This is an optimization exercise on Yosys and OpenROAD, whose aim is small area, a short achievable clock period and few clock cycles, not a production implementation. Function was checked by simulation only, so behaviour that the tests miss may differ from the original. Power figures rest on the tool's default switching activity, not on a simulated workload.

### config.mk
export PLATFORM = sky130hd
export DESIGN_NAME = mtc
export DESIGN_NICKNAME = mtc
export VERILOG_FILES = /design/flow/design.v
export SDC_FILE = /design/flow/constraint.sdc
export NUM_CORES = 8
export LEC_CHECK = 0
export CAP_MARGIN = 20
export CORE_MARGIN = 2
export CORE_UTILIZATION = 60
export PLACE_DENSITY = 0.72
export SETUP_SLACK_MARGIN = 4.4
export SLEW_MARGIN = 20
### constraint.sdc
create_clock -name core_clock -period 10.0 [get_ports {clk}]
set_input_delay 2.0000 -clock core_clock [delete_from_list [all_inputs] [get_ports {clk}]]
set_output_delay 2.0000 -clock core_clock [all_outputs]
set_load 0.01 [all_outputs]
### design.v
module mtc (
    input  wire        clk,
    input  wire        rst,           
    input  wire        host_req,
    input  wire        host_we,
    input  wire [9:0]  host_addr,     
    input  wire [31:0] host_wdata,
    output wire        host_ack,
    output wire [31:0] host_rdata,
    output wire        host_err,      
    input  wire        rx_valid,
    input  wire [31:0] rx_data,
    input  wire        rx_last,
    input  wire        rx_empty,      
    output wire        rx_ready,
    output wire        resume,
    output wire        tx_go,
    output wire [7:0]  tx_len,
    input  wire [5:0]  tx_addr,
    output wire [31:0] tx_data,
    input  wire        tx_done,
    input  wire        tx_ok
);
    localparam ST_IDLE = 2'd0, ST_ARMED = 2'd1, ST_PEND = 2'd2, ST_COOL = 2'd3;
    localparam E_OK = 4'd0, E_CFG = 4'd1, E_TRUNC = 4'd2, E_NOSTART = 4'd3,
               E_MALF = 4'd4, E_SHORT = 4'd5, E_BUSY = 4'd6, E_NOFRAME = 4'd7,
               E_ILL = 4'd8, E_BADST = 4'd9, E_TXBUSY = 4'd10;
    reg  [1:0]  state;
    reg         cache_valid, mb_full, lh_valid;
    reg         tx_busy, tx_trunc, tx_fail, rx_trunc, rx_drop, wlock;
    reg  [3:0]  err;
    reg  [31:0] result, now_r, sym, rx_frame, last_hit;
    reg  [15:0] frame;
    reg  [5:0]  tx_count;             
    reg  [6:0]  rx_count, cap;        
    reg  [31:0] tim_start, tim_bits, wm_start, wm_one, wm_zero, wm_gap, cooldown;
    reg  [6:0]  self_pid;
    reg  [1:0]  self_tid;
    reg         hit_v;
    reg  [6:0]  hit_p, cch_p;
    reg  [1:0]  hit_t, cch_t;
    reg  [3:0]  hit_c, cch_c;
    reg  [6:0]  hit_d;                
    reg         ge_cool;
    reg         ds_nostart, ds_malf;
    reg  [31:0] ds_f;
    reg         in_batch, b_acc;
    reg  [6:0]  rx_j;                 
    reg         bph;                  
    reg  [31:0] rdq;
    reg         busy;                 
    reg         d_rd, dv;             
    reg  [5:0]  dj, didx;
    reg  [2:0]  wseq;                 
    reg         wacc, wm_ok, timing_ok;
    reg  [15:0] tx_off [0:32];        
    reg  [15:0] tx_on  [0:32];        
    reg         enc_ph, enc2;         
    reg  [31:0] rx_buf [0:63];
    wire timing_ok_c = (tim_start[15:0] != 16'd0) && (tim_start[31:16] != 16'd0) &&
                       (tim_bits[15:0]  != 16'd0) && (tim_bits[31:16]  != 16'd0);
    wire [31:0] status = {12'd0, err, 3'd0, wlock, rx_drop, rx_trunc, wm_ok, timing_ok,
                          tx_fail, tx_trunc, tx_busy, lh_valid, mb_full, cache_valid, state};
    wire [31:0] hit_w = {hit_v, 8'd0, hit_d, hit_c, 2'b00,
                         hit_t, 1'b0, hit_p};
    wire a_reg  = (host_addr[9:5] == 5'd0) && (host_addr[4:0] < 5'd21);
    wire a_tx   = (host_addr[9:6] == 4'b0100);
    wire a_rx   = (host_addr[9:6] == 4'b1000);
    wire a_buf  = a_tx || a_rx;
    wire [20:0] rsel;
    genvar g;
    generate
        for (g = 0; g < 21; g = g + 1) begin : g_rsel
            assign rsel[g] = (host_addr[4:0] == g);
        end
    endgenerate
    wire [31:0] reg_words [0:20];
    assign reg_words[0]  = 32'h01201040;
    assign reg_words[1]  = 32'd0;
    assign reg_words[2]  = status;
    assign reg_words[3]  = result;
    assign reg_words[4]  = now_r;
    assign reg_words[5]  = sym;
    assign reg_words[6]  = {16'd0, frame};
    assign reg_words[7]  = {26'd0, tx_count};
    assign reg_words[8]  = {25'd0, rx_count};
    assign reg_words[9]  = rx_frame;
    assign reg_words[10] = hit_w;
    assign reg_words[11] = last_hit;
    assign reg_words[12] = tim_start;
    assign reg_words[13] = tim_bits;
    assign reg_words[14] = wm_start;
    assign reg_words[15] = wm_one;
    assign reg_words[16] = wm_zero;
    assign reg_words[17] = wm_gap;
    assign reg_words[18] = cooldown;
    assign reg_words[19] = {25'd0, cap};
    assign reg_words[20] = {22'd0, self_tid, 1'b0, self_pid};
    reg [31:0] reg_rd;
    integer k;
    always @* begin
        reg_rd = 32'd0;
        for (k = 0; k < 21; k = k + 1)
            reg_rd = reg_rd | ({32{rsel[k]}} & reg_words[k]);
    end
    wire [5:0] rx_rsel = busy ? dj : host_addr[5:0];
    wire       hold    = busy || (wseq != 3'd0);    
    reg  [31:0] rx_rd;
    always @* begin
        rx_rd = 32'd0;
        for (k = 0; k < 64; k = k + 1)
            rx_rd = rx_rd | ({32{rx_rsel == k}} & rx_buf[k]);
    end
    reg  [31:0] tx_rd, tx_hrd;
    always @* begin
        tx_rd = 32'd0;
        for (k = 0; k < 32; k = k + 1)
            tx_rd = tx_rd | ({32{tx_addr[4:0] == k}} & {tx_off[k], tx_on[k]});
        if (tx_addr[5]) tx_rd = {tx_off[32], tx_on[32]};
        tx_hrd = 32'd0;
        for (k = 0; k < 32; k = k + 1)
            tx_hrd = tx_hrd | ({32{host_addr[4:0] == k}} & {tx_off[k], tx_on[k]});
        if (host_addr[5]) tx_hrd = (host_addr[4:0] == 5'd0) ? {tx_off[32], tx_on[32]} : 32'd0;
    end
    assign tx_data = tx_rd;
    reg  [3:0]  q_cw;
    always @* begin
        if (host_wdata[15:8] > 8'd100)      q_cw = 4'd0;
        else if (host_wdata[15:8] <= 8'd1)  q_cw = 4'd0;
        else if (host_wdata[15:8] <= 8'd3)  q_cw = 4'd1;
        else if (host_wdata[15:8] <= 8'd4)  q_cw = 4'd2;
        else if (host_wdata[15:8] <= 8'd6)  q_cw = 4'd3;
        else if (host_wdata[15:8] <= 8'd9)  q_cw = 4'd4;
        else if (host_wdata[15:8] <= 8'd14) q_cw = 4'd5;
        else if (host_wdata[15:8] <= 8'd16) q_cw = 4'd6;
        else if (host_wdata[15:8] <= 8'd19) q_cw = 4'd7;
        else if (host_wdata[15:8] <= 8'd24) q_cw = 4'd8;
        else if (host_wdata[15:8] <= 8'd29) q_cw = 4'd9;
        else if (host_wdata[15:8] <= 8'd34) q_cw = 4'd10;
        else if (host_wdata[15:8] <= 8'd39) q_cw = 4'd11;
        else if (host_wdata[15:8] <= 8'd49) q_cw = 4'd12;
        else if (host_wdata[15:8] <= 8'd74) q_cw = 4'd13;
        else if (host_wdata[15:8] <= 8'd99) q_cw = 4'd14;
        else                                q_cw = 4'd15;
    end
    reg  [6:0]  dq_cw;
    always @* begin
        case (host_wdata[11:8])
            4'd0: dq_cw = 7'd1;
            4'd1: dq_cw = 7'd2;
            4'd2: dq_cw = 7'd4;
            4'd3: dq_cw = 7'd5;
            4'd4: dq_cw = 7'd7;
            4'd5: dq_cw = 7'd10;
            4'd6: dq_cw = 7'd15;
            4'd7: dq_cw = 7'd17;
            4'd8: dq_cw = 7'd20;
            4'd9: dq_cw = 7'd25;
            4'd10: dq_cw = 7'd30;
            4'd11: dq_cw = 7'd35;
            4'd12: dq_cw = 7'd40;
            4'd13: dq_cw = 7'd50;
            4'd14: dq_cw = 7'd75;
            default: dq_cw = 7'd100;
        endcase
    end
    reg  [6:0]  dq_ds;
    always @* begin
        case (ds_f[13:10])
            4'd0: dq_ds = 7'd1;
            4'd1: dq_ds = 7'd2;
            4'd2: dq_ds = 7'd4;
            4'd3: dq_ds = 7'd5;
            4'd4: dq_ds = 7'd7;
            4'd5: dq_ds = 7'd10;
            4'd6: dq_ds = 7'd15;
            4'd7: dq_ds = 7'd17;
            4'd8: dq_ds = 7'd20;
            4'd9: dq_ds = 7'd25;
            4'd10: dq_ds = 7'd30;
            4'd11: dq_ds = 7'd35;
            4'd12: dq_ds = 7'd40;
            4'd13: dq_ds = 7'd50;
            4'd14: dq_ds = 7'd75;
            default: dq_ds = 7'd100;
        endcase
    end
    wire [3:0]  hit_cn = fillc ? ds_f[13:10] : cch_c;
    reg  [6:0]  dq_hit;
    always @* begin
        case (hit_cn)
            4'd0: dq_hit = 7'd1;
            4'd1: dq_hit = 7'd2;
            4'd2: dq_hit = 7'd4;
            4'd3: dq_hit = 7'd5;
            4'd4: dq_hit = 7'd7;
            4'd5: dq_hit = 7'd10;
            4'd6: dq_hit = 7'd15;
            4'd7: dq_hit = 7'd17;
            4'd8: dq_hit = 7'd20;
            4'd9: dq_hit = 7'd25;
            4'd10: dq_hit = 7'd30;
            4'd11: dq_hit = 7'd35;
            4'd12: dq_hit = 7'd40;
            4'd13: dq_hit = 7'd50;
            4'd14: dq_hit = 7'd75;
            default: dq_hit = 7'd100;
        endcase
    end
    wire [31:0] df_ds  = {1'b1, 8'd0, dq_ds, ds_f[13:10], 2'b00, ds_f[15:14], 1'b0, ds_f[6:0]};
    wire enc_word     = (host_addr == 10'd1) && (host_wdata == 32'h6);
    assign host_ack   = host_req && !hold && (host_we ? !(enc_word && !enc_ph) : (!a_buf || bph));
    wire reg_hz = (host_addr[9:5] == 5'd0);
    assign host_rdata = ({32{reg_hz}} & reg_rd) | rdq;
    assign host_err   = !(a_reg || a_buf);
    assign rx_ready   = !hold;
    wire wr_go = host_req && !hold && host_we && !enc_ph;    
    wire [31:0] cw = host_wdata;
    wire cmd_go = wr_go && (host_addr == 10'd1);
    wire c_hi0  = (cw[31:8] == 24'd0);
    wire c_sys  = c_hi0 && (cw[7:4] == 4'd0);             
    wire       expd   = (state == ST_COOL) && ge_cool;
    wire [1:0] exp_st = expd ? (cache_valid ? ST_PEND : ST_ARMED) : state;
    wire       d_ok   = (rx_count >= 7'd17) && !ds_nostart && !ds_malf;
    wire [3:0] d_err  = (rx_count == 7'd0 || ds_nostart) ? E_NOSTART : ds_malf ? E_MALF : E_SHORT;
    wire       okx    = mb_full && d_ok;
    wire       fillc  = okx && !cache_valid;
    wire [1:0] st1    = (fillc && exp_st == ST_ARMED) ? ST_PEND : exp_st;
    wire       dlv    = (st1 == ST_PEND);
    wire       res_tp = expd || (mb_full && st1 == ST_ARMED);
    wire r_arm    = (state == ST_IDLE) && timing_ok && wm_ok;
    wire r_tp     = (state != ST_IDLE) && res_tp;
    wire r_cancel = (state == ST_COOL);
    wire r_send   = (tx_count != 6'd0) && !tx_busy && !tx_trunc;
    assign resume = cmd_go && c_sys &&
                    ((cw[3:0] == 4'hA && r_arm) || ((cw[3:0] == 4'hB || cw[3:0] == 4'hC) && r_tp) ||
                     (cw[3:0] == 4'hD && r_cancel));
    assign tx_go  = cmd_go && c_sys && cw[3:0] == 4'h7 && r_send;
    assign tx_len = {2'b00, tx_count};
    wire [32:0] thr_s = {1'b0, last_hit} + {1'b0, cooldown};
    wire        ge_w  = thr_s[32] ? (cw >= thr_s[31:0] && cw < last_hit)
                                  : (cw >= thr_s[31:0] || cw < last_hit);
    reg  [15:0] wm_lo;
    always @* begin
        case (wseq[1:0])
            2'd1:    wm_lo = wm_start[15:0];
            2'd2:    wm_lo = wm_one[15:0];
            2'd3:    wm_lo = wm_zero[15:0];
            default: wm_lo = wm_gap[15:0];
        endcase
    end
    wire [15:0] cls_in = busy ? rdq[15:0] : (wseq != 3'd0) ? wm_lo :
                         rx_valid ? rx_data[15:0] : sym[15:0];
    wire le_s = (cls_in <= wm_start[31:16]);
    wire le_o = (cls_in <= wm_one[31:16]);
    wire le_z = (cls_in <= wm_zero[31:16]);
    wire le_g = (cls_in <= wm_gap[31:16]);
    wire in_s = (wm_start[15:0] <= cls_in) && le_s;
    wire in_o = (wm_one[15:0]   <= cls_in) && le_o;
    wire in_z = (wm_zero[15:0]  <= cls_in) && le_z;
    wire in_g = (wm_gap[15:0]   <= cls_in) && le_g;
    wire wchk = (wseq == 3'd1) ? (le_s && !le_o) :
                (wseq == 3'd2) ? (le_o && !le_z) :
                (wseq == 3'd3) ? (le_z && !le_g) : le_g;
    wire is_o = !in_s && in_o;
    wire is_z = !in_s && !in_o && in_z;
    wire [2:0] cls_code = in_s ? 3'd4 : in_o ? 3'd3 : in_z ? 3'd2 : in_g ? 3'd1 : 3'd0;
    wire beat    = rx_valid && !hold;
    wire first   = !in_batch;
    wire acc0    = (state != ST_IDLE) && !mb_full;
    wire acc     = first ? acc0 : b_acc;
    wire empty   = first && rx_last && rx_empty;
    wire [6:0] bj = first ? 7'd0 : rx_j;
    wire store   = beat && acc && !empty && (bj < cap);
    wire [6:0] bj1 = bj + 7'd1;
    wire        rxw_host = wr_go && a_rx && (state == ST_IDLE);
    wire        rxw      = store || rxw_host;
    wire [5:0]  rxw_idx  = rx_valid ? bj[5:0] : host_addr[5:0];
    wire [31:0] rxw_data = rx_valid ? rx_data : host_wdata;
    wire       cls_en  = busy ? dv : (store && bj < 7'd33);
    wire [5:0] cls_idx = busy ? didx : bj[5:0];
    wire [4:0] cls_k   = cls_idx[4:0] - 5'd1;
    wire [4:0] cls_pos = {cls_k[4:3], ~cls_k[2:0]};
    wire [5:0] enc_n  = (cap > 7'd33) ? 6'd33 : cap[5:0];
    wire       enc_go = cmd_go && c_sys && cw[3:0] == 4'h6 && !tx_busy && timing_ok;
    wire [5:0] dec_last = (rx_count > 7'd33) ? 6'd32 : rx_count[5:0] - 6'd1;
    generate
        for (g = 0; g < 33; g = g + 1) begin : g_tx
            always @(posedge clk)
                if (enc_go && cap > g) tx_off[g] <= tim_start[31:16];
            if (g == 0) begin : g0
                always @(posedge clk)
                    if (enc_go && cap > g) tx_on[g] <= tim_start[15:0];
            end else if (g <= 16) begin : gb
                localparam [4:0] KK = g - 1;
                always @(posedge clk)
                    if ((enc_go || (enc_ph && enc2 && frame[{KK[4:3], ~KK[2:0]}])) && cap > g)
                        tx_on[g] <= enc_ph ? tim_bits[31:16] : tim_bits[15:0];
            end else begin : gz
                always @(posedge clk)
                    if (enc_go && cap > g) tx_on[g] <= tim_bits[15:0];
            end
        end
        for (g = 0; g < 64; g = g + 1) begin : g_rx
            always @(posedge clk)
                if (rxw && rxw_idx == g) rx_buf[g] <= rxw_data;
        end
    endgenerate
    always @(posedge clk) begin
        if (rst) begin
            state <= ST_IDLE;
            cache_valid <= 1'b0; mb_full <= 1'b0; lh_valid <= 1'b0;
            tx_busy <= 1'b0; tx_trunc <= 1'b0; tx_fail <= 1'b0;
            rx_trunc <= 1'b0; rx_drop <= 1'b0; wlock <= 1'b0;
            err <= E_OK;
            result <= 32'd0; now_r <= 32'd0; sym <= 32'd0; frame <= 16'd0;
            tx_count <= 6'd0; rx_count <= 7'd0; rx_frame <= 32'd0;
            last_hit <= 32'd0;
            hit_v <= 1'b0; hit_p <= 7'd0; hit_t <= 2'd0; hit_c <= 4'd0; hit_d <= 7'd0;
            cch_p <= 7'd0; cch_t <= 2'd0; cch_c <= 4'd0;
            tim_start <= 32'h02580960; tim_bits <= 32'h04B00258;
            wm_start <= 32'd0; wm_one <= 32'd0; wm_zero <= 32'd0; wm_gap <= 32'd0;
            cooldown <= 32'd1500; cap <= 7'd64;
            self_pid <= 7'd0; self_tid <= 2'd0;
            ge_cool <= 1'b0;
            ds_nostart <= 1'b0; ds_malf <= 1'b0; ds_f <= 32'd0;
            in_batch <= 1'b0; b_acc <= 1'b0; rx_j <= 7'd0;
            bph <= 1'b0; rdq <= 32'd0;
            enc_ph <= 1'b0; enc2 <= 1'b0;
            busy <= 1'b0; d_rd <= 1'b0; dv <= 1'b0; dj <= 6'd0; didx <= 6'd0;
            wseq <= 3'd0; wacc <= 1'b0; wm_ok <= 1'b0; timing_ok <= 1'b1;
        end else begin
            if (tx_done && tx_busy) begin
                tx_busy <= 1'b0;
                tx_fail <= !tx_ok;
            end
            if (enc_ph) enc_ph <= 1'b0;
            else if (cmd_go && enc_word) begin
                enc_ph <= 1'b1;
                enc2   <= enc_go;
            end
            if (busy) begin
                bph <= 1'b0;
                rdq <= d_rd ? rx_rd : 32'd0;
            end else if (host_req && !hold && !host_we && a_buf && !bph) begin
                bph <= 1'b1;
                rdq <= a_tx ? tx_hrd : rx_rd;
            end else begin
                bph <= 1'b0;
                rdq <= 32'd0;
            end
            if (cls_en) begin
                if (cls_idx == 6'd0) begin
                    ds_nostart <= !in_s;
                    ds_malf    <= 1'b0;
                    ds_f       <= 32'd0;
                end else begin
                    if (!is_o && !is_z) ds_malf <= 1'b1;
                    if (is_o) ds_f[cls_pos] <= 1'b1;
                end
            end
            timing_ok <= timing_ok_c;
            if (wseq != 3'd0) begin
                wacc <= (wseq == 3'd1 || wacc) && wchk;
                if (wseq == 3'd4) begin
                    wm_ok <= wacc && wchk;
                    wseq  <= 3'd0;
                end else begin
                    wseq <= wseq + 3'd1;
                end
            end
            if (busy) begin
                if (d_rd) begin
                    dv   <= 1'b1;
                    didx <= dj;
                    if (dj == dec_last) d_rd <= 1'b0;
                    else dj <= dj + 6'd1;
                end else begin
                    dv <= 1'b0;
                end
                if (!d_rd && !dv) begin
                    busy <= 1'b0;
                    if (d_ok) begin
                        rx_frame <= ds_f;
                        result   <= df_ds;
                        err      <= E_OK;
                    end else begin
                        rx_frame <= 32'd0;
                        result   <= 32'd0;
                        err      <= d_err;
                    end
                end
            end
            if (beat) begin
                if (first && !acc0) rx_drop <= 1'b1;
                if (rx_last) begin
                    in_batch <= 1'b0;
                    if (acc) begin
                        mb_full  <= 1'b1;
                        rx_count <= empty ? 7'd0 : (bj1 > cap) ? cap : bj1;
                        rx_trunc <= !empty && (bj1 > cap);
                    end
                end else begin
                    in_batch <= 1'b1;
                    b_acc    <= acc;
                    rx_j     <= (bj1 > 7'd64) ? 7'd64 : bj1;
                end
            end
            if (wr_go) begin
                if (host_addr == 10'd1) begin
                    case (cw[7:0])
                    8'h00: err <= c_hi0 ? E_OK : E_ILL;
                    8'h01: begin
                        if (cw[31:16] != 16'd0) err <= E_ILL;
                        else begin result <= {28'd0, q_cw}; err <= E_OK; end
                    end
                    8'h02: begin
                        if (cw[31:12] != 20'd0) err <= E_ILL;
                        else begin result <= {25'd0, dq_cw}; err <= E_OK; end
                    end
                    8'h03: begin
                        if ((cw & ~32'h00F37FFF) != 32'd0) err <= E_ILL;
                        else begin
                            frame  <= {cw[17:16], cw[23:20], 3'b000, cw[14:8]};
                            result <= {16'd0, cw[17:16], cw[23:20], 3'b000, cw[14:8]};
                            err    <= E_OK;
                        end
                    end
                    8'h04: begin
                        if (!c_hi0) err <= E_ILL;
                        else begin
                            result <= {16'd0, frame[13:10], 2'b00, frame[15:14], 1'b0, frame[6:0]};
                            err    <= E_OK;
                        end
                    end
                    8'h05: begin
                        if (cw[31:16] != 16'd0) err <= E_ILL;
                        else begin
                            frame  <= {self_tid, q_cw, 3'b000, self_pid};
                            result <= {16'd0, self_tid, q_cw, 3'b000, self_pid};
                            err    <= E_OK;
                        end
                    end
                    8'h06: begin
                        if (!c_hi0)          err <= E_ILL;
                        else if (tx_busy)    err <= E_TXBUSY;
                        else if (!timing_ok) err <= E_CFG;
                        else begin
                            tx_count <= enc_n;
                            tx_trunc <= (cap < 7'd33);
                            err      <= (cap < 7'd33) ? E_TRUNC : E_OK;
                        end
                    end
                    8'h07: begin
                        if (!c_hi0)                  err <= E_ILL;
                        else if (tx_count == 6'd0)   err <= E_BADST;
                        else if (tx_busy)            err <= E_TXBUSY;
                        else if (tx_trunc)           err <= E_TRUNC;
                        else begin
                            tx_busy <= 1'b1;
                            tx_fail <= 1'b0;
                            err     <= E_OK;
                        end
                    end
                    8'h08: begin
                        if (!c_hi0)      err <= E_ILL;
                        else if (!wm_ok) err <= E_CFG;
                        else begin
                            result <= {29'd0, cls_code};
                            err    <= E_OK;
                        end
                    end
                    8'h09: begin
                        if (!c_hi0)      err <= E_ILL;
                        else if (!wm_ok) err <= E_CFG;
                        else begin
                            busy <= 1'b1;
                            dj   <= 6'd0;
                            d_rd <= (rx_count != 7'd0);
                            dv   <= 1'b0;
                        end
                    end
                    8'h0A: begin
                        if (!c_hi0)                     err <= E_ILL;
                        else if (state != ST_IDLE)      err <= E_BADST;
                        else if (!timing_ok || !wm_ok)  err <= E_CFG;
                        else begin
                            state <= ST_ARMED;
                            err   <= E_OK;
                        end
                    end
                    8'h0B, 8'h0C: begin
                        if (!c_hi0)                err <= E_ILL;
                        else if (state == ST_IDLE) err <= E_BADST;
                        else begin
                            mb_full <= 1'b0;
                            if (mb_full) rx_frame <= okx ? ds_f : 32'd0;
                            if (fillc) begin
                                cch_p <= ds_f[6:0];
                                cch_t <= ds_f[15:14];
                                cch_c <= ds_f[13:10];
                            end
                            if (cw[0] == 1'b0 && dlv) begin
                                hit_v       <= 1'b1;
                                hit_p       <= fillc ? ds_f[6:0]   : cch_p;
                                hit_t       <= fillc ? ds_f[15:14] : cch_t;
                                hit_c       <= fillc ? ds_f[13:10] : cch_c;
                                hit_d       <= dq_hit;
                                cache_valid <= 1'b0;
                                last_hit    <= now_r;
                                lh_valid    <= 1'b1;
                                state       <= ST_COOL;
                                ge_cool     <= (cooldown == 32'd0);
                                err         <= E_OK;
                            end else begin
                                if (cw[0] == 1'b0) begin
                                    hit_v <= 1'b0; hit_p <= 7'd0; hit_t <= 2'd0; hit_c <= 4'd0; hit_d <= 7'd0;
                                end
                                cache_valid <= cache_valid || fillc;
                                state       <= st1;
                                if (mb_full && !d_ok) err <= d_err;
                                else if (cw[0] == 1'b1) err <= E_OK;
                                else err <= (st1 == ST_COOL) ? E_BUSY : E_NOFRAME;
                            end
                        end
                    end
                    8'h0D: begin
                        if (!c_hi0)                err <= E_ILL;
                        else if (state != ST_COOL) err <= E_BADST;
                        else begin
                            state <= cache_valid ? ST_PEND : ST_ARMED;
                            err   <= E_OK;
                        end
                    end
                    8'h0E: begin
                        if (!c_hi0) err <= E_ILL;
                        else begin
                            state       <= ST_IDLE;
                            mb_full     <= 1'b0;
                            cache_valid <= 1'b0;
                            lh_valid    <= 1'b0;
                            last_hit    <= 32'd0;
                            err         <= E_OK;
                        end
                    end
                    8'h0F: begin
                        if (!c_hi0) err <= E_ILL;
                        else begin
                            rx_drop <= 1'b0;
                            wlock   <= 1'b0;
                            err     <= E_OK;
                        end
                    end
                    default: err <= E_ILL;
                    endcase
                end else if (host_addr == 10'd4) begin
                    now_r   <= cw;
                    ge_cool <= ge_w;
                end else if (host_addr == 10'd5) begin
                    sym <= cw;
                end else if (host_addr == 10'd6) begin
                    frame <= cw[15:0];
                end else if (host_addr == 10'd8 || (host_addr >= 10'd12 && host_addr <= 10'd20) || a_rx) begin
                    if (state != ST_IDLE) wlock <= 1'b1;
                    else begin
                        case (host_addr)
                            10'd8:  rx_count  <= (cw[7:0] > 8'd64) ? 7'd64 : cw[6:0];
                            10'd12: begin tim_start <= cw; wseq <= 3'd1; end
                            10'd13: begin tim_bits  <= cw; wseq <= 3'd1; end
                            10'd14: begin wm_start  <= cw; wseq <= 3'd1; end
                            10'd15: begin wm_one    <= cw; wseq <= 3'd1; end
                            10'd16: begin wm_zero   <= cw; wseq <= 3'd1; end
                            10'd17: begin wm_gap    <= cw; wseq <= 3'd1; end
                            10'd18: cooldown  <= cw;
                            10'd19: cap       <= (cw[7:0] > 8'd64) ? 7'd64 : cw[6:0];
                            10'd20: begin self_pid <= cw[6:0]; self_tid <= cw[9:8]; end
                            default: ;
                        endcase
                    end
                end
            end
        end
    end
endmodule
### run.sh
#!/bin/bash
# synth_recipe.tcl (not shown) runs the flow's synth.tcl, then flattens the netlist and writes it again
# the make line also repeats each setting of config.mk as NAME=value (left out here)
make -C /OpenROAD-flow-scripts/flow DESIGN_CONFIG=/design/flow/config.mk WORK_HOME=/design/flow/orfs CLKGATE_MAP_FILE= SYNTH_SCRIPT=/design/flow/synth_recipe.tcl finish
==> out/qor.txt, run 1 <==
Number of vias after detailed routing -> 136154
Area share of the leading cell type in the synthesized netlist -> 0.6105
Initial DRC count -> 37541
Clk Latency, worst-skew pair -> 1.02 ns
Clock Root Buffer -> clkbuf_16
Min-Delay Path Depth -> 2
Launch instance of the worst min-delay path -> dq_ds[5]
Number of global-route vias before repair -> 122372
Remaining global-route overflow -> 0
Number of violations of the max-capacitance limit -> 0
CTS tree -> built
Placement-stage cell area -> 162100 sq um
Worst setup SP type -> input pin
First-pass GRT wire length -> 1058000 um
Count of buffers inserted at the top-level ports -> 163
Maximum number of pins on one net before global-route repair -> 94
Standby leakage power -> 0.06273 uW
Post-Syn Area per Cell -> 13.60 sq um
Final period demand of the worst path -> 6.319 ns
Summed instance area of the synthesized netlist -> 152700 sq um
Cell accounting for the most synthesized area -> edfxtp_1
Top flip-flop cell by instance count after synthesis -> edfxtp_1
Most used standard cells in the synthesized netlist -> edfxtp_1, nand2_1, a221oi_1, a21oi_1, a22o_1
Area of the die -> 258500 sq um
Power density over the cells -> 176.9 nW/um^2
Site row count -> 185
Worst reg2reg path endpoint -> rdq[7]
Number of nets still failing antenna checks after routing -> 0
Register name with the most flops -> rx_buf
Post-layout utilization of the core -> 0.7295
Max IR drop VDD -> 0.2859 mV
Register clock-pin slew on the reported worst setup and hold paths -> 0.06 ns
Die extent in x -> 508.4 um
Fraction of layout cells with a size suffix above 1 -> 0.2060
CP required -> 8.00 ns
Crit share post-route -> 0.6319
Cell types with the largest area share after synthesis -> edfxtp_1, dfxtp_1, a221oi_1
Sequential cell area fraction in the yosys report -> 0.6872
Sequential share of power -> 0.509
Flop and latch count out of synthesis -> 3689
Summed negative setup slack over all endpoints -> 0 ns
Clock sink count -> 3689
Met3 routing resource usage after global routing -> 0.3709
Grt met1 use -> 0.7042
Int Pwr -> 25270 uW
Worst hold path endpoint -> result[21]
DRC -> 0
Global routing usage on met2 -> 0.7899
Final Slew Violations -> 0
Sw Pwr -> 7450 uW
Switching Share -> 0.2277
Count of warnings emitted by yosys -> 4
Tightest Pin Transition -> 1.350 ns
Worst flop-to-flop path startpoint -> busy
RSZ-0062 raised after global routing -> true
Final count of negative-setup-slack endpoints -> 0
I/O pin count -> 166
Fraction of registers with async set or reset after synthesis -> 0
Max frequency -> 158.3 MHz
Largest registers in the final layout -> rx_buf x2048, tx_off x528, tx_on x528
Most common cell in the netlist -> edfxtp_1
Per-cell routed wire length -> 51.14 um
Maximum buffer depth of the clock tree -> 4
Core area -> 253500 sq um
Worst reg-to-reg setup slack -> 4.17 ns
TritonRoute pass-1 iters -> 22
Final weighted congestion in routability-driven placement -> 1.089
Routed wire length -> 810800 um
Yosys cell types -> 91
Layout-stage area growth over the synthesis result -> 21.11%
Share of power burned in the clock network -> 0.441
Fin Hold WS -> 0.4566 ns
Flip-flop count of the largest register after layout -> 2048
Classification of the worst setup path -> in2out
Post-route standard cell area excluding fillers -> 184900 sq um
GRT Overall Usage -> 0.6096
Antenna violations before repair -> 79
Starting density of the core -> 0.6024
Remaining max-slew budget at the tightest pin -> 0.09465
Number of hold violations in the final report -> 0
Arrival time of the worst setup path -> 4.32 ns
Worst min path class -> reg2reg
Via-per-instance ratio -> 8.587
Total power -> 32720 uW
Net count of the finished layout -> 12475
Gr busiest metal -> met2
Fin Clk Skew -> 0.1180 ns
Cell depth of the worst flop-to-flop path -> 11
Fraction of power consumed by combinational cells -> 0.050
Hold-fix buffers at CTS -> 0
Cells after synthesis -> 11226
Die Span Y -> 508.4 um
DPL Wire Length -> 458500 um
Number of buffers added by the clock tree synthesis step -> 370
Post-synth EDFFs -> 3104
Run status -> finished clean
Worst-path fanout max -> 8
Type of destination of the critical path -> output pin
Number of H-tree levels -> 5
power groups by stage:
stage          Sequential (uW)  Combinational, uW  Clock (uW)
2_1_floorplan            17000                583           0
3_3_place_gp             17000               1240           0
3_5_place_dp             17000               1260           0
4_1_cts                  16600               1430       14200
5_1_grt                  16600               1600       14800
6_report                 16600               1640       14400
cell usage in the layout, fill, tap and decap left out, types with 124 or more instances in the layout:
master,count
nand4_1,332
nor2_4,176
a21oi_1,666
ha_1,264
nand2_1,820
buf_4,779
nor2_1,278
buf_6,174
dfxtp_1,579
inv_1,209
a221oi_1,636
a22o_1,718
edfxtp_1,3104
nand3_1,358
buf_12,155
clkbuf_16,383
a221oi_2,124
o21ai_0,144
a22oi_1,620
critical path: stages:
cell and delay, ns:
buf_12 0.13, or3b_4 0.48, buf_6 0.15, nor2_4 0.24
buf_12 0.22, buf_6 0.13, a22oi_1 0.07, nand3_1 0.13
nor3_4 0.07, a21oi_4 0.48, buf_6 0.19
cell families (layout without fill, tap and decap cells):
| family | Yosys count | after routing | share of synthesized area |
|---|---|---|---|
| other cells | 1 | 81 | 0.00002456 |
| simple gates | 2479 | 2483 | 0.07681 |
| buf+inv | 1023 | 2203 | 0.02622 |
| compound gates | 3620 | 3620 | 0.1782 |
| mux | 98 | 98 | 0.006810 |
| fa+ha+maj | 268 | 268 | 0.02200 |
| flops | 3689 | 3689 | 0.6872 |
| xor+xnor | 48 | 48 | 0.002754 |
metrics by stage:
stage | instances | setup WS (ns)
floorplan | 11227 | 3.687
global placement | 14505 | 1.654
detailed placement | 14513 | 1.714
CTS | 15681 | 3.891
global route | 15786 | 3.795
finish | 15856 | 3.681
what timing repair did:
item	4_1_cts	5_1_grt
endpoints found under the setup margin	2694	651
pin swaps	290	197
cloned	36	7
resized for setup	1072	234
setup buffers	468	85
worst max path at each step:
| stage | from | end | slack, ns |
|---|---|---|---|
| after global placement | host_wdata[20] | tx_go | 1.65 |
| after CTS | host_addr[8] | resume | 3.89 |
| after detailed placement | host_addr[3] | host_rdata[19] | 1.71 |
| final | tx_addr[3] | tx_data[17] | 3.68 |
| after global routing | tx_addr[3] | tx_data[9] | 3.80 |
| after floorplan | host_addr[7] | tx_off[27][0] | 3.69 |
layer usage:
layer | wire length, um | share of wire
met3 | 169700 | 0.21
met1 | 235400 | 0.29
met4 | 99900 | 0.12
met5 | 1944 | 0.0024
met2 | 303900 | 0.37
layout make-up:
cell class | count | area [sq um]
clock inverter | 206 | 2352
clock buffer | 458 | 9893
multi-input combinational | 6519 | 48450
tap | 3366 | 4212
sequential | 3689 | 104900
inverter | 221 | 852.1
fill | 16005 | 68560
timing repair buffer | 1318 | 14020
antenna | 79 | 197.7
Testbench counts, summed over its fixed seeds: cycles 36,508.
==> run 2: changes to the inputs <==
--- a/design.v
+++ b/design.v
@@ -80,3 +80,3 @@
     assign reg_words[2]  = status;
-    assign reg_words[3]  = result;
+    assign reg_words[3]  = {result[31], 8'd0, result[22:8], 1'b0, result[6:0]};   
     assign reg_words[4]  = now_r;
@@ -98,8 +98,12 @@
     assign reg_words[20] = {22'd0, self_tid, 1'b0, self_pid};
-    reg [31:0] reg_rd;
+    localparam [20:0] FAST = 21'd1167;    
+    wire a_slow = (host_addr[9:5] == 5'd0) && (host_addr[4:0] < 5'd21) && !FAST[host_addr[4:0]];
+    reg [31:0] reg_rd, slow_rd;
     integer k;
     always @* begin
-        reg_rd = 32'd0;
+        reg_rd  = 32'd0;
+        slow_rd = 32'd0;
         for (k = 0; k < 21; k = k + 1)
-            reg_rd = reg_rd | ({32{rsel[k]}} & reg_words[k]);
+            if (FAST[k]) reg_rd  = reg_rd  | ({32{rsel[k]}} & reg_words[k]);
+            else         slow_rd = slow_rd | ({32{rsel[k]}} & reg_words[k]);
     end
@@ -145,69 +149,54 @@
     end
-    reg  [6:0]  dq_cw;
-    always @* begin
-        case (host_wdata[11:8])
-            4'd0: dq_cw = 7'd1;
-            4'd1: dq_cw = 7'd2;
-            4'd2: dq_cw = 7'd4;
-            4'd3: dq_cw = 7'd5;
-            4'd4: dq_cw = 7'd7;
-            4'd5: dq_cw = 7'd10;
-            4'd6: dq_cw = 7'd15;
-            4'd7: dq_cw = 7'd17;
-            4'd8: dq_cw = 7'd20;
-            4'd9: dq_cw = 7'd25;
-            4'd10: dq_cw = 7'd30;
-            4'd11: dq_cw = 7'd35;
-            4'd12: dq_cw = 7'd40;
-            4'd13: dq_cw = 7'd50;
-            4'd14: dq_cw = 7'd75;
-            default: dq_cw = 7'd100;
-        endcase
-    end
-    reg  [6:0]  dq_ds;
-    always @* begin
-        case (ds_f[13:10])
-            4'd0: dq_ds = 7'd1;
-            4'd1: dq_ds = 7'd2;
-            4'd2: dq_ds = 7'd4;
-            4'd3: dq_ds = 7'd5;
-            4'd4: dq_ds = 7'd7;
-            4'd5: dq_ds = 7'd10;
-            4'd6: dq_ds = 7'd15;
-            4'd7: dq_ds = 7'd17;
-            4'd8: dq_ds = 7'd20;
-            4'd9: dq_ds = 7'd25;
-            4'd10: dq_ds = 7'd30;
-            4'd11: dq_ds = 7'd35;
-            4'd12: dq_ds = 7'd40;
-            4'd13: dq_ds = 7'd50;
-            4'd14: dq_ds = 7'd75;
-            default: dq_ds = 7'd100;
-        endcase
-    end
+    wire [6:0]  dq_cw = (host_wdata[11:8] == 4'd0) ? 7'd1 :
+                        (host_wdata[11:8] == 4'd1) ? 7'd2 :
+                        (host_wdata[11:8] == 4'd2) ? 7'd4 :
+                        (host_wdata[11:8] == 4'd3) ? 7'd5 :
+                        (host_wdata[11:8] == 4'd4) ? 7'd7 :
+                        (host_wdata[11:8] == 4'd5) ? 7'd10 :
+                        (host_wdata[11:8] == 4'd6) ? 7'd15 :
+                        (host_wdata[11:8] == 4'd7) ? 7'd17 :
+                        (host_wdata[11:8] == 4'd8) ? 7'd20 :
+                        (host_wdata[11:8] == 4'd9) ? 7'd25 :
+                        (host_wdata[11:8] == 4'd10) ? 7'd30 :
+                        (host_wdata[11:8] == 4'd11) ? 7'd35 :
+                        (host_wdata[11:8] == 4'd12) ? 7'd40 :
+                        (host_wdata[11:8] == 4'd13) ? 7'd50 :
+                        (host_wdata[11:8] == 4'd14) ? 7'd75 :
+                        7'd100;
+    wire [6:0]  dq_ds = (ds_f[13:10] == 4'd0) ? 7'd1 :
+                        (ds_f[13:10] == 4'd1) ? 7'd2 :
+                        (ds_f[13:10] == 4'd2) ? 7'd4 :
+                        (ds_f[13:10] == 4'd3) ? 7'd5 :
+                        (ds_f[13:10] == 4'd4) ? 7'd7 :
+                        (ds_f[13:10] == 4'd5) ? 7'd10 :
+                        (ds_f[13:10] == 4'd6) ? 7'd15 :
+                        (ds_f[13:10] == 4'd7) ? 7'd17 :
+                        (ds_f[13:10] == 4'd8) ? 7'd20 :
+                        (ds_f[13:10] == 4'd9) ? 7'd25 :
+                        (ds_f[13:10] == 4'd10) ? 7'd30 :
+                        (ds_f[13:10] == 4'd11) ? 7'd35 :
+                        (ds_f[13:10] == 4'd12) ? 7'd40 :
+                        (ds_f[13:10] == 4'd13) ? 7'd50 :
+                        (ds_f[13:10] == 4'd14) ? 7'd75 :
+                        7'd100;
     wire [3:0]  hit_cn = fillc ? ds_f[13:10] : cch_c;
-    reg  [6:0]  dq_hit;
-    always @* begin
-        case (hit_cn)
-            4'd0: dq_hit = 7'd1;
-            4'd1: dq_hit = 7'd2;
-            4'd2: dq_hit = 7'd4;
-            4'd3: dq_hit = 7'd5;
-            4'd4: dq_hit = 7'd7;
-            4'd5: dq_hit = 7'd10;
-            4'd6: dq_hit = 7'd15;
-            4'd7: dq_hit = 7'd17;
-            4'd8: dq_hit = 7'd20;
-            4'd9: dq_hit = 7'd25;
-            4'd10: dq_hit = 7'd30;
-            4'd11: dq_hit = 7'd35;
-            4'd12: dq_hit = 7'd40;
-            4'd13: dq_hit = 7'd50;
-            4'd14: dq_hit = 7'd75;
-            default: dq_hit = 7'd100;
-        endcase
-    end
+    wire [6:0]  dq_hit = (hit_cn == 4'd0) ? 7'd1 :
+                        (hit_cn == 4'd1) ? 7'd2 :
+                        (hit_cn == 4'd2) ? 7'd4 :
+                        (hit_cn == 4'd3) ? 7'd5 :
+                        (hit_cn == 4'd4) ? 7'd7 :
+                        (hit_cn == 4'd5) ? 7'd10 :
+                        (hit_cn == 4'd6) ? 7'd15 :
+                        (hit_cn == 4'd7) ? 7'd17 :
+                        (hit_cn == 4'd8) ? 7'd20 :
+                        (hit_cn == 4'd9) ? 7'd25 :
+                        (hit_cn == 4'd10) ? 7'd30 :
+                        (hit_cn == 4'd11) ? 7'd35 :
+                        (hit_cn == 4'd12) ? 7'd40 :
+                        (hit_cn == 4'd13) ? 7'd50 :
+                        (hit_cn == 4'd14) ? 7'd75 :
+                        7'd100;
     wire [31:0] df_ds  = {1'b1, 8'd0, dq_ds, ds_f[13:10], 2'b00, ds_f[15:14], 1'b0, ds_f[6:0]};
     wire enc_word     = (host_addr == 10'd1) && (host_wdata == 32'h6);
-    assign host_ack   = host_req && !hold && (host_we ? !(enc_word && !enc_ph) : (!a_buf || bph));
+    assign host_ack   = host_req && !hold && (host_we ? !(enc_word && !enc_ph) : (!(a_buf || a_slow) || bph));
     wire reg_hz = (host_addr[9:5] == 5'd0);
@@ -344,5 +333,5 @@
                 rdq <= d_rd ? rx_rd : 32'd0;
-            end else if (host_req && !hold && !host_we && a_buf && !bph) begin
+            end else if (host_req && !hold && !host_we && (a_buf || a_slow) && !bph) begin
                 bph <= 1'b1;
-                rdq <= a_tx ? tx_hrd : rx_rd;
+                rdq <= a_tx ? tx_hrd : a_rx ? rx_rd : slow_rd;
             end else begin
--- a/config.mk
+++ b/config.mk
@@ -10,2 +10,4 @@
 export CORE_UTILIZATION = 60
+export CTS_CLUSTER_DIAMETER = 80
+export CTS_CLUSTER_SIZE = 24
 export PLACE_DENSITY = 0.72
==> out/qor.txt, run 2 <==
Cells after synthesis -> 11521
Starting density of the core -> 0.6037
Top flip-flop cell by instance count after synthesis -> edfxtp_1
Final weighted congestion in routability-driven placement -> 1.095
Site row count -> 185
Post-synth EDFFs -> 3104
Maximum buffer depth of the clock tree -> 3
Most used standard cells in the synthesized netlist -> edfxtp_1, a22oi_1, nand2_1, a21oi_1, clkbuf_1
Fraction of registers with async set or reset after synthesis -> 0
Flop and latch count out of synthesis -> 3673
Die extent in x -> 509.7 um
I/O pin count -> 166
Count of buffers inserted at the top-level ports -> 163
Failing step -> global routing
Number of buffers added by the clock tree synthesis step -> 195
Error text reported by the tool -> [ERROR GRT-0228] Horizontal edge usage exceeds the maximum allowed. (20, 32) usage=65535 limit=3200
Setup slack after placement -> 1.590 ns
Summed instance area of the synthesized netlist -> 153400 sq um
Number of H-tree levels -> 4
Area share of the leading cell type in the synthesized netlist -> 0.6075
Antenna violations before repair -> 158
Maximum number of pins on one net before global-route repair -> 170
Sequential cell area fraction in the yosys report -> 0.6817
Worst endpoint pin kind -> top-level output
Run status -> aborted with a tool error
DPL Wire Length -> 511700 um
Cell accounting for the most synthesized area -> edfxtp_1
Clock sink count -> 3673
Worst-path endpoint after global-route repair_timing -> tx_data[30]
Most common cell in the netlist -> edfxtp_1
Clock Root Buffer -> clkbuf_16
Yosys cell types -> 97
Count of warnings emitted by yosys -> 4
Die Span Y -> 509.7 um
Post-Syn Area per Cell -> 13.32 sq um
Hold-fix buffers at CTS -> 0
Cell types with the largest area share after synthesis -> edfxtp_1, dfxtp_1, a22oi_1
run 2: what timing repair did:
action / 4_1_cts
pin swaps: 223
setup buffers: 336
gates resized for setup: 997
cloned: 18
setup endpoints to repair: 1651
run 2: per-stage QoR:
stage / area (sq um) / hold WS (ns) / power [uW] / instances / utilization
after floorplan: 153700 / 0.4197 / 17610 / 11522 / -
after detailed placement: 162800 / 0.4468 / 18530 / 14818 / 0.6407
after CTS: 175000 / 0.4607 / 27520 / 15454 / 0.6886
after global placement: 162700 / 0.4414 / 18500 / 14813 / 0.6401
run 2: power groups by stage:
stage,clock network [uW],registers [uW],logic (uW)
global placement,0,16900,1590
CTS,9140,16600,1810
detailed placement,0,16900,1620
floorplan,0,16900,701
run 2: worst max path at each step:
stage | startpoint | end | slack (ns) | cells after the start
global placement | tx_addr[0] | tx_data[20] | 1.24 | 11
detailed placement | tx_addr[1] | tx_data[3] | 1.59 | 10
floorplan | host_wdata[18] | tx_off[21][0] | 3.84 | 9
CTS | tx_addr[1] | tx_data[3] | 3.75 | 12
run 2: cells by family after synthesis:
group / synth area share
AOI/OAI and AO/OA: 0.1709
adders and majority gates: 0.02076
and+or+nand+nor: 0.08391
muxes: 0.01296
DFF: 0.6817
buffers and inverters: 0.02654
xor gates and xnor gates: 0.003172
other: 0.00002444
Testbench counts of run 2, summed over its fixed seeds: cycles 36,508.
==> run 3: changes to the inputs <==
--- a/config.mk
+++ b/config.mk
@@ -9,7 +9,7 @@
 export CORE_MARGIN = 2
-export CORE_UTILIZATION = 60
+export CORE_UTILIZATION = 50
 export CTS_CLUSTER_DIAMETER = 80
 export CTS_CLUSTER_SIZE = 24
-export PLACE_DENSITY = 0.72
-export SETUP_SLACK_MARGIN = 4.4
+export PLACE_DENSITY = 0.6
+export SETUP_SLACK_MARGIN = 3.8
 export SLEW_MARGIN = 20
==> out/qor.txt, run 3 <==
Run status -> finished clean
Number of nets still failing antenna checks after routing -> 0
Flip-flop count of the largest register after layout -> 2048
Top flip-flop cell by instance count after synthesis -> edfxtp_1
Cell depth of the worst flop-to-flop path -> 11
Fraction of layout cells with a size suffix above 1 -> 0.1426
Final setup margin -> 3.578 ns
Number of buffers added by the clock tree synthesis step -> 203
Site row count -> 203
Fraction of power consumed by combinational cells -> 0.067
Hold-fix buffers at CTS -> 0
Largest registers in the final layout -> rx_buf x2048, tx_off x528, tx_on x528
Routed wire length -> 837100 um
Antenna violations before repair -> 68
Net count of the finished layout -> 12222
Worst reg2reg path endpoint -> rdq[13]
Area occupied by registers -> 104600 sq um
Core area -> 305600 sq um
Worst reg-to-reg setup slack -> 4.05 ns
Register name with the most flops -> rx_buf
Area share of the leading cell type in the synthesized netlist -> 0.6075
Final weighted congestion in routability-driven placement -> 1.051
Share of power burned in the clock network -> 0.342
Initial DRC count -> 29339
Most used standard cells in the synthesized netlist -> edfxtp_1, a22oi_1, nand2_1, a21oi_1, clkbuf_1
Post-layout utilization of the core -> 0.5700
Area of the multi-input gates -> 48160 sq um
Clock sink count -> 3673
RSZ-0062 raised after global routing -> true
Sw Pwr -> 6880 uW
Remaining global-route overflow -> 0
CP required -> 10.81 ns
Number of global-route vias before repair -> 116464
DRC -> 0
Number of hold violations in the final report -> 0
Fraction of registers with async set or reset after synthesis -> 0
Maximum buffer depth of the clock tree -> 4
Remaining max-slew budget at the tightest pin -> 0.1337
Number of H-tree levels -> 4
Switching Share -> 0.2457
Classification of the worst setup path -> in2reg
Tightest Pin Transition -> 1.299 ns
Final period demand of the worst path -> 6.422 ns
Arrival time of the worst setup path -> 7.23 ns
First-pass GRT wire length -> 1084000 um
Int Pwr -> 21130 uW
Standby leakage power -> 0.05649 uW
Most common cell in the netlist -> edfxtp_1
Type of destination of the critical path -> flip-flop
Sequential cell area fraction in the yosys report -> 0.6817
Area of the die -> 311300 sq um
Post-synth EDFFs -> 3104
Worst setup path endpoint -> rdq[13]
Power density over the cells -> 160.8 nW/um^2
Count of buffers inserted at the top-level ports -> 163
Cells after synthesis -> 11521
Die Span Y -> 558.0 um
Flop and latch count out of synthesis -> 3673
Per-cell routed wire length -> 51.89 um
Worst-path fanout max -> 16
Commonest cells after routing, fill and taps aside -> edfxtp_1, a22oi_1, nand2_1
Starting density of the core -> 0.5022
Cell accounting for the most synthesized area -> edfxtp_1
Max frequency -> 155.7 MHz
TritonRoute pass-1 iters -> 14
Clock Root Buffer -> clkbuf_16
Summed instance area of the synthesized netlist -> 153400 sq um
Summed negative setup slack over all endpoints -> 0 ns
Number of filler instances in the final layout -> 24444
Count of warnings emitted by yosys -> 4
DPL Wire Length -> 518600 um
Register clock-pin slew on the reported worst setup and hold paths -> 0.10 ns
Max IR drop VDD -> 0.2146 mV
Crit share post-route -> 0.6422
I/O pin count -> 166
Sequential share of power -> 0.591
Clk Latency, worst-skew pair -> 1.02 ns
Die extent in x -> 558.0 um
Final Slew Violations -> 0
Cell types with the largest area share after synthesis -> edfxtp_1, dfxtp_1, a22oi_1
Setup slack after placement -> 1.743 ns
GRT Overall Usage -> 0.5249
Layout-stage area growth over the synthesis result -> 13.51%
Post-Syn Area per Cell -> 13.32 sq um
Number of vias after detailed routing -> 128681
Final count of negative-setup-slack endpoints -> 0
Most common cell after layout, fill and taps aside -> edfxtp_1
Maximum number of pins on one net before global-route repair -> 187
Worst flop-to-flop path startpoint -> busy
Critical path launch point -> host_addr[4]
Via-per-instance ratio -> 7.976
Worst setup SP type -> input pin
Fin Clk Skew -> 0.07669 ns
CTS tree -> built
Yosys cell types -> 97
Worst min path class -> reg2reg
Number of violations of the max-capacitance limit -> 0
-- run 3: cell counts after synthesis --
No cell type changed its count.
-- run 3: worst max-delay path, cell delays in order --
cell and delay [ns]:
clkdlybuf4s50_1 0.49, buf_8 0.13, buf_4 0.15, buf_4 0.20, nor3b_1 0.13, nor2_2 0.17, buf_4 0.43, nor2_4 0.07
buf_4 0.33, nand2_1 0.14, o21ai_0 0.13, a221oi_1 0.98, nand4_1 0.73, nor4_1 0.68, buf_4 0.33, o22ai_1 0.10
-- run 3: cells by family after synthesis --
kind of cell,Yosys count,share of synthesized area
DFF,3673,0.6817
AOI/OAI and AO/OA,3578,0.1709
and+or+nand+nor,2734,0.08391
buffers and inverters,1034,0.02654
adders and majority gates,254,0.02076
muxes,193,0.01296
xor gates and xnor gates,54,0.003172
other,1,0.00002444
-- run 3: how the worst min path moves through the flow --
stage	start	to	slack, ns	depth (start not counted)
2_1_floorplan	hit_d[3]	hit_d[3]	0.42	2
3_3_place_gp	rx_frame[2]	rx_frame[2]	0.44	2
3_5_place_dp	rx_frame[4]	rx_frame[4]	0.45	2
4_1_cts	rx_frame[4]	rx_frame[4]	0.46	2
5_1_grt	didx[5]	didx[5]	0.48	2
6_report	rx_frame[12]	rx_frame[12]	0.46	2
-- run 3: area by class of cell --
type | count | share of cell area
Multi-Input combinational cell | 6818 | 0.2765
Timing Repair Buffer | 961 | 0.05151
Antenna cell | 47 | 0.0006753
Sequential cell | 3673 | 0.6006
Inverter | 222 | 0.004784
Tap cell | 4100 | 0.02945
Clock buffer | 235 | 0.03065
Clock inverter | 78 | 0.005776
-- run 3: power groups by stage --
| stage | registers, uW | clock network [uW] | logic (uW) |
|---|---|---|---|
| after floorplan | 16900 | 0 | 695 |
| after global routing | 16600 | 9930 | 1850 |
| final | 16600 | 9570 | 1880 |
| after global placement | 16900 | 0 | 1620 |
| after CTS | 16600 | 9460 | 1710 |
| after detailed placement | 16900 | 0 | 1640 |
-- run 3: through the flow --
stage          total power [uW]  hold slack [ns]  std cells  area [sq um]
2_1_floorplan             17620           0.4197      11522        153500
3_3_place_gp              18530           0.4393      15578        164100
3_5_place_dp              18550           0.4468      15589        164400
4_1_cts                   27730           0.4576      16059        173400
5_1_grt                   28340           0.4812      16091        174100
6_report                  28010           0.4620      16134        174200
-- run 3: timing repair --
item / 4_1_cts / 5_1_grt
setup buffers: 149 / 22
gates cloned: 8 / 1
pin swaps: 109 / 66
setup endpoints to repair: 1003 / 81
gates resized for setup: 413 / 126
-- run 3: per-layer routing --
metal,routed length [um],vias up,GRT usage,share of wire
li1,-,46750,-,-
met2,340100,14404,0.7383,0.41
met5,472,-,0.004014,0.00056
met3,136900,4161,0.2147,0.16
met4,90460,44,0.4361,0.11
met1,269100,63322,0.6284,0.32
==> run 4: changes to the inputs <==
--- a/config.mk
+++ b/config.mk
@@ -9,7 +9,7 @@
 export CORE_MARGIN = 2
-export CORE_UTILIZATION = 50
+export CORE_UTILIZATION = 55
 export CTS_CLUSTER_DIAMETER = 80
 export CTS_CLUSTER_SIZE = 24
-export PLACE_DENSITY = 0.6
-export SETUP_SLACK_MARGIN = 3.8
+export PLACE_DENSITY = 0.66
+export SETUP_SLACK_MARGIN = 4.0
 export SLEW_MARGIN = 20
==> out/qor.txt, run 4 <==
CTS tree -> built
Post-Syn Area per Cell -> 13.32 sq um
Fin Clk Skew -> 0.1139 ns
Flip-flop count of the largest register after layout -> 2048
Number of nets still failing antenna checks after routing -> 0
Switching Share -> 0.2455
Layout-stage area growth over the synthesis result -> 14.59%
Max frequency -> 157.1 MHz
Hold-fix buffers at CTS -> 0
Share of power burned in the clock network -> 0.333
Run status -> finished clean
Area of the multi-input gates -> 48560 sq um
DRC -> 0
I/O pin count -> 166
RSZ-0062 raised after global routing -> true
Number of filler instances in the final layout -> 20234
Crit share post-route -> 0.6364
Commonest cells after routing, fill and taps aside -> edfxtp_1, a22oi_1, nand2_1
Number of violations of the max-capacitance limit -> 0
Cells after synthesis -> 11521
Fraction of registers with async set or reset after synthesis -> 0
Number of vias after detailed routing -> 132676
Top flip-flop cell by instance count after synthesis -> edfxtp_1
Area occupied by registers -> 104600 sq um
TritonRoute pass-1 iters -> 12
Max IR drop VDD -> 0.2288 mV
Type of destination of the critical path -> output pin
Int Pwr -> 20990 uW
Net count of the finished layout -> 12340
GRT Overall Usage -> 0.5687
Clk Latency, worst-skew pair -> 1.04 ns
Clock sink count -> 3673
Cell types with the largest area share after synthesis -> edfxtp_1, dfxtp_1, a22oi_1
Most used standard cells in the synthesized netlist -> edfxtp_1, a22oi_1, nand2_1, a21oi_1, clkbuf_1
Most common cell after layout, fill and taps aside -> edfxtp_1
Final count of negative-setup-slack endpoints -> 0
Clock Root Buffer -> clkbuf_16
Area share of the leading cell type in the synthesized netlist -> 0.6075
Fraction of power consumed by combinational cells -> 0.071
Sequential cell area fraction in the yosys report -> 0.6817
Count of buffers inserted at the top-level ports -> 163
First-pass GRT wire length -> 1079000 um
Yosys cell types -> 97
Maximum number of pins on one net before global-route repair -> 77
Worst flop-to-flop path startpoint -> last_hit[0]
Antenna violations before repair -> 80
Largest registers in the final layout -> rx_buf x2048, tx_off x528, tx_on x528
Fraction of layout cells with a size suffix above 1 -> 0.1566
Remaining max-slew budget at the tightest pin -> 0.09386
Most common cell in the netlist -> edfxtp_1
Area of the die -> 283200 sq um
Summed instance area of the synthesized netlist -> 153400 sq um
Final weighted congestion in routability-driven placement -> 1.073
Final period demand of the worst path -> 6.364 ns
Sequential share of power -> 0.595
Power density over the cells -> 158.2 nW/um^2
Sw Pwr -> 6829 uW
Cell accounting for the most synthesized area -> edfxtp_1
Worst min path class -> reg2reg
Worst hold path endpoint -> rx_frame[3]
Initial DRC count -> 32951
Maximum buffer depth of the clock tree -> 4
Summed negative setup slack over all endpoints -> 0 ns
Remaining global-route overflow -> 0
Register clock-pin slew on the reported worst setup and hold paths -> 0.08 ns
Routed wire length -> 831800 um
Post-Place Cells -> 15155
Post-synth EDFFs -> 3104
Tightest Pin Transition -> 1.350 ns
CP required -> 8.00 ns
Worst setup SP type -> input pin
Site row count -> 193
Worst reg2reg path endpoint -> ge_cool
Via-per-instance ratio -> 8.358
Placement-stage cell area -> 163200 sq um
Die extent in x -> 532.2 um
Core area -> 277000 sq um
Classification of the worst setup path -> in2out
Register name with the most flops -> rx_buf
Number of global-route vias before repair -> 119322
Worst reg-to-reg setup slack -> 4.18 ns
Flop and latch count out of synthesis -> 3673
Arrival time of the worst setup path -> 4.36 ns
Number of H-tree levels -> 4
Die Span Y -> 532.2 um
Final cell count without fillers -> 15875
Min-Delay Path Depth -> 2
Post-route standard cell area excluding fillers -> 175800 sq um
Cell depth of the worst flop-to-flop path -> 18
Standby leakage power -> 0.05755 uW
Number of hold violations in the final report -> 0
Per-cell routed wire length -> 52.39 um
Count of warnings emitted by yosys -> 4
Number of buffers added by the clock tree synthesis step -> 198
Final Slew Violations -> 0
Starting density of the core -> 0.5540
DPL Wire Length -> 510600 um
Worst-path fanout max -> 8
Launch instance of the worst min-delay path -> rx_frame[3]
-- run 4: cell counts after synthesis --
No cell type changed its count.
-- run 4: kinds of logic (layout without fill, tap and decap cells) --
family / after synthesis / count (layout) / synth area share
buffers and inverters: 1034 / 1596 / 0.02654
other: 1 / 85 / 0.00002444
multiplexers: 193 / 193 / 0.01296
AO/OA/AOI/OAI: 3578 / 3578 / 0.1709
XOR/XNOR: 54 / 54 / 0.003172
flip-flops: 3673 / 3673 / 0.6817
AND/OR/NAND/NOR: 2734 / 2737 / 0.08391
adder cells (fa/ha/maj): 254 / 254 / 0.02076
-- run 4: timing repair --
action                                   CTS  global route
cloned                                     9             4
endpoints found under the setup margin  1150           293
resized for setup                        706           154
endpoints found under the hold margin      0             0
pin swaps                                156           109
buffers inserted                         249            74
-- run 4: layout make-up --
cell class / count / share of cell area
Multi-Input combinational cell: 6818 / 0.2762
Clock buffer: 226 / 0.02980
Clock inverter: 64 / 0.004668
Inverter: 222 / 0.004803
Sequential cell: 3673 / 0.5950
Antenna cell: 83 / 0.001181
Timing Repair Buffer: 1084 / 0.06199
Tap cell: 3705 / 0.02637
-- run 4: metrics by stage --
step	setup WS, ns	total power (uW)	util	hold WS [ns]
6_report	3.636	27820	0.6348	0.4581
5_1_grt	3.727	28070	0.6341	0.4766
4_1_cts	3.802	27390	0.6277	0.4548
3_5_place_dp	1.539	18540	0.5893	0.4439
3_3_place_gp	1.454	18520	0.5887	0.4416
2_1_floorplan	3.830	17620	-	0.4197
-- run 4: metal layers --
layer | GRT usage | share of wire | up-vias
met3 | 0.2762 | 0.18 | 5308
met2 | 0.7687 | 0.39 | 17050
met1 | 0.6621 | 0.30 | 63262
met4 | 0.5163 | 0.12 | 52
met5 | 0.006579 | 0.00069 | -
li1 | - | - | 47004
-- run 4: power groups by stage --
stage          logic [uW]  registers (uW)  clock network (uW)
3_3_place_gp         1610           16900                   0
4_1_cts              1760           16600                9080
2_1_floorplan         696           16900                   0
6_report             1990           16600                9270
5_1_grt              1940           16600                9580
3_5_place_dp         1630           16900                   0
-- run 4: how the worst max path moves through the flow --
stage	slack, ns	startpoint	depth (start not counted)	to
3_3_place_gp	1.45	tx_addr[0]	10	tx_data[27]
5_1_grt	3.73	tx_addr[3]	12	tx_data[30]
4_1_cts	3.80	tx_addr[3]	12	tx_data[20]
6_report	3.64	tx_addr[3]	12	tx_data[30]
3_5_place_dp	1.54	tx_addr[0]	10	tx_data[7]
2_1_floorplan	3.83	host_addr[8]	6	rx_buf[21][0]
-- run 4: critical path, cell delays in order --
cell      delay (ns)
buf_12          0.11
or3b_4          0.27
buf_6           0.11
nor2_4          0.03
buf_12          0.14
buf_12          0.15
a22o_1          0.22
a221oi_2        0.17
nand4_1         0.19
nor3_4          0.58
a21oi_4         0.16
buf_6           0.20
==> run 5: changes to the inputs <==
--- a/config.mk
+++ b/config.mk
@@ -13,3 +13,3 @@
 export PLACE_DENSITY = 0.66
-export SETUP_SLACK_MARGIN = 4.0
+export SETUP_SLACK_MARGIN = 4.3
 export SLEW_MARGIN = 20
==> out/qor.txt, run 5 <==
Run status -> finished clean
Count of warnings emitted by yosys -> 4
Core area -> 277000 sq um
Commonest cells after routing, fill and taps aside -> edfxtp_1, a22oi_1, nand2_1
Max IR drop VDD -> 0.2104 mV
Initial DRC count -> 32084
Number of violations of the max-capacitance limit -> 0
Cell accounting for the most synthesized area -> edfxtp_1
Hold-fix buffers at CTS -> 0
Die extent in x -> 532.2 um
Maximum buffer depth of the clock tree -> 4
Post-route standard cell area excluding fillers -> 176100 sq um
Area of the die -> 283200 sq um
Arrival time of the worst setup path -> 4.39 ns
Net count of the finished layout -> 12352
Antenna violations before repair -> 83
RSZ-0062 raised after global routing -> true
Fraction of registers with async set or reset after synthesis -> 0
Yosys cell types -> 97
Final cell count without fillers -> 15870
Standby leakage power -> 0.05773 uW
Register clock-pin slew on the reported worst setup and hold paths -> 0.08 ns
Fraction of layout cells with a size suffix above 1 -> 0.1626
Clk Latency, worst-skew pair -> 1.02 ns
Final count of negative-setup-slack endpoints -> 0
Number of vias after detailed routing -> 131717
Worst setup SP type -> input pin
Post-Syn Area per Cell -> 13.32 sq um
Layout-stage area growth over the synthesis result -> 14.79%
Starting density of the core -> 0.5540
Worst min path class -> reg2reg
GRT Overall Usage -> 0.5640
Summed instance area of the synthesized netlist -> 153400 sq um
Count of buffers inserted at the top-level ports -> 163
Sequential cell area fraction in the yosys report -> 0.6817
Remaining max-slew budget at the tightest pin -> 0.1063
Number of global-route vias before repair -> 119007
TritonRoute pass-1 iters -> 17
Die Span Y -> 532.2 um
Number of buffers added by the clock tree synthesis step -> 198
Delay of the slowest cell on the worst path -> 0.57 ns
Max frequency -> 156.6 MHz
Type of destination of the critical path -> output pin
Tightest Pin Transition -> 1.337 ns
Largest registers in the final layout -> rx_buf x2048, tx_off x528, tx_on x528
Maximum number of pins on one net before global-route repair -> 94
I/O pin count -> 166
Clock Root Buffer -> clkbuf_16
Summed negative setup slack over all endpoints -> 0 ns
Most common cell in the netlist -> edfxtp_1
Crit share post-route -> 0.6387
Most common cell after layout, fill and taps aside -> edfxtp_1
Flip-flop count of the largest register after layout -> 2048
Area share of the leading cell type in the synthesized netlist -> 0.6075
Site row count -> 193
Placement-stage cell area -> 163200 sq um
Fin Hold WS -> 0.4602 ns
Worst-path fanout max -> 11
Fin Clk Skew -> 0.1151 ns
Top flip-flop cell by instance count after synthesis -> edfxtp_1
Final period demand of the worst path -> 6.387 ns
First-pass GRT wire length -> 1072000 um
Via-per-instance ratio -> 8.300
Remaining global-route overflow -> 0
CP required -> 8.00 ns
Classification of the worst setup path -> in2out
Clock sink count -> 3673
Final weighted congestion in routability-driven placement -> 1.079
Per-cell routed wire length -> 51.82 um
Power density over the cells -> 158.2 nW/um^2
Post-Place Cells -> 15143
Flop and latch count out of synthesis -> 3673
CTS tree -> built
Most used standard cells in the synthesized netlist -> edfxtp_1, a22oi_1, nand2_1, a21oi_1, clkbuf_1
Number of filler instances in the final layout -> 20523
Final Slew Violations -> 0
Number of nets still failing antenna checks after routing -> 0
Cell types with the largest area share after synthesis -> edfxtp_1, dfxtp_1, a22oi_1
Cells after synthesis -> 11521
Number of H-tree levels -> 4
Slowest CP cell -> nor3_4
Routed wire length -> 822400 um
Register name with the most flops -> rx_buf
Post-synth EDFFs -> 3104
DRC -> 0
Cells traversed along the worst timing path -> buf_12 -> buf_4 -> nand2_8 -> buf_4 -> nor2_4 -> buf_6 -> a22o_1 -> a221oi_2 -> nand4_1 -> nor3_4 -> a21oi_4 -> buf_6
Number of hold violations in the final report -> 0
DPL Wire Length -> 487500 um
[run 5: cell count changes in the layout (fill, tap and decap cells not counted), sizes merged, moves of 10 or more]
cell / change
buf: +43
clkdlybuf4s50: -19
dlygate4sd2: -16
diode: -11
clkinv: -10
inv: +10
[run 5: final timing paths]
check               from           to  slack (ns)  cells after the start
max reg2reg  cooldown[1]      ge_cool        4.37                     22
max           tx_addr[1]  tx_data[17]        3.61                     12
min reg2reg  rx_frame[0]  rx_frame[0]        0.46                      2
min          rx_frame[0]  rx_frame[0]        0.46                      2
[run 5: cell type report]
type	count	area (sq um)	area share
diodes	72	180.2	0.001023
clock buffers	220	5132	0.02914
clock inverters	64	873.3	0.004958
inverters	222	840.8	0.004774
multi-input cells	6817	48750	0.2768
flip-flops and latches	3673	104600	0.5940
well taps	3705	4636	0.02632
repair buffers	1097	11090	0.06299
[run 5: timing repair]
action	CTS	global route
setup endpoints to repair	1129	165
pin swaps	196	117
hold endpoints to repair	0	0
gates cloned	22	1
resized for setup	895	191
setup buffers	282	65
[run 5: critical path, delay by kind of cell]
family | cells | cell delay (ns)
compound gates | 3 | 0.58
buf+inv | 5 | 0.78
simple gates | 4 | 0.98
[run 5: metal layers]
| layer | vias up | track usage | share of wire |
|---|---|---|---|
| met4 | 46 | 0.5152 | 0.12 |
| met5 | - | 0.005398 | 0.00061 |
| met2 | 16363 | 0.7678 | 0.40 |
| met3 | 5145 | 0.2664 | 0.18 |
| met1 | 63134 | 0.6556 | 0.30 |
| li1 | 47029 | - | - |
[run 5: kinds of logic (layout without fill, tap and decap cells)]
logic type,after synthesis,in the layout,synth area share
compound gates,3578,3578,0.1709
xor+xnor,54,54,0.003172
fa+ha+maj,254,254,0.02076
buf+inv,1034,1603,0.02654
flops,3673,3673,0.6817
mux,193,193,0.01296
other cells,1,74,0.00002444
simple gates,2734,2736,0.08391
[run 5: where the power goes]
part           total (uW)  switching (uW)  leakage, uW  internal, uW
clock                9300            5400      0.00292          3900
sequential          16600            3.35       0.0315         16600
combinational        1990            1470       0.0233           526
total               27900            6880       0.0577         21000
[run 5: through the flow]
step	utilization	setup WS, ns	total power (uW)
2_1_floorplan	-	3.837	17610
3_3_place_gp	0.5889	1.752	18510
3_5_place_dp	0.5892	1.767	18520
4_1_cts	0.6304	3.843	27430
5_1_grt	0.6353	3.674	28120
6_report	0.6359	3.613	27860

static timing again, ports no longer ideal:
In the flow no input, the clock included, has a driving cell. The finished layouts below were timed again as built, in two steps. Step 1: set_driving_cell puts a clkbuf_16 on clk and a buf_2 on each other input, an assumption about the parent block. Step 2 moves the port delays by t, midway between the first and last clock arrival at a register: inputs arrive t later, outputs are due t later. That takes back most of the time a late clock gives input paths. a / b / c = no drivers / after step 1 / after step 2; a / b = the first two.
run | shift t [ns] | setup WS [ns] | worst hold slack (ns) | latest minus earliest clock arrival (ns) | worst data-port slew with drivers (ns)
run 1 | 1.067 | 3.681 / 3.618 / 2.828 | 0.457 / 0.457 / 0.457 | 0.130 / 0.130 | 0.36
run 3 | 1.086 | 3.578 / 3.519 / 2.569 | 0.462 / 0.462 / 0.462 | 0.091 / 0.092 | 0.12
run 4 | 1.102 | 3.636 / 3.521 / 2.740 | 0.458 / 0.458 / 0.458 | 0.119 / 0.118 | 0.17
run 5 | 1.086 | 3.613 / 3.547 / 2.795 | 0.460 / 0.460 / 0.460 | 0.118 / 0.119 | 0.18
After both steps setup and hold are still met in every run listed. For run 3, which loses most, drivers alone change the setup slack by -0.059 ns; drivers and shift together by -1.009 ns.
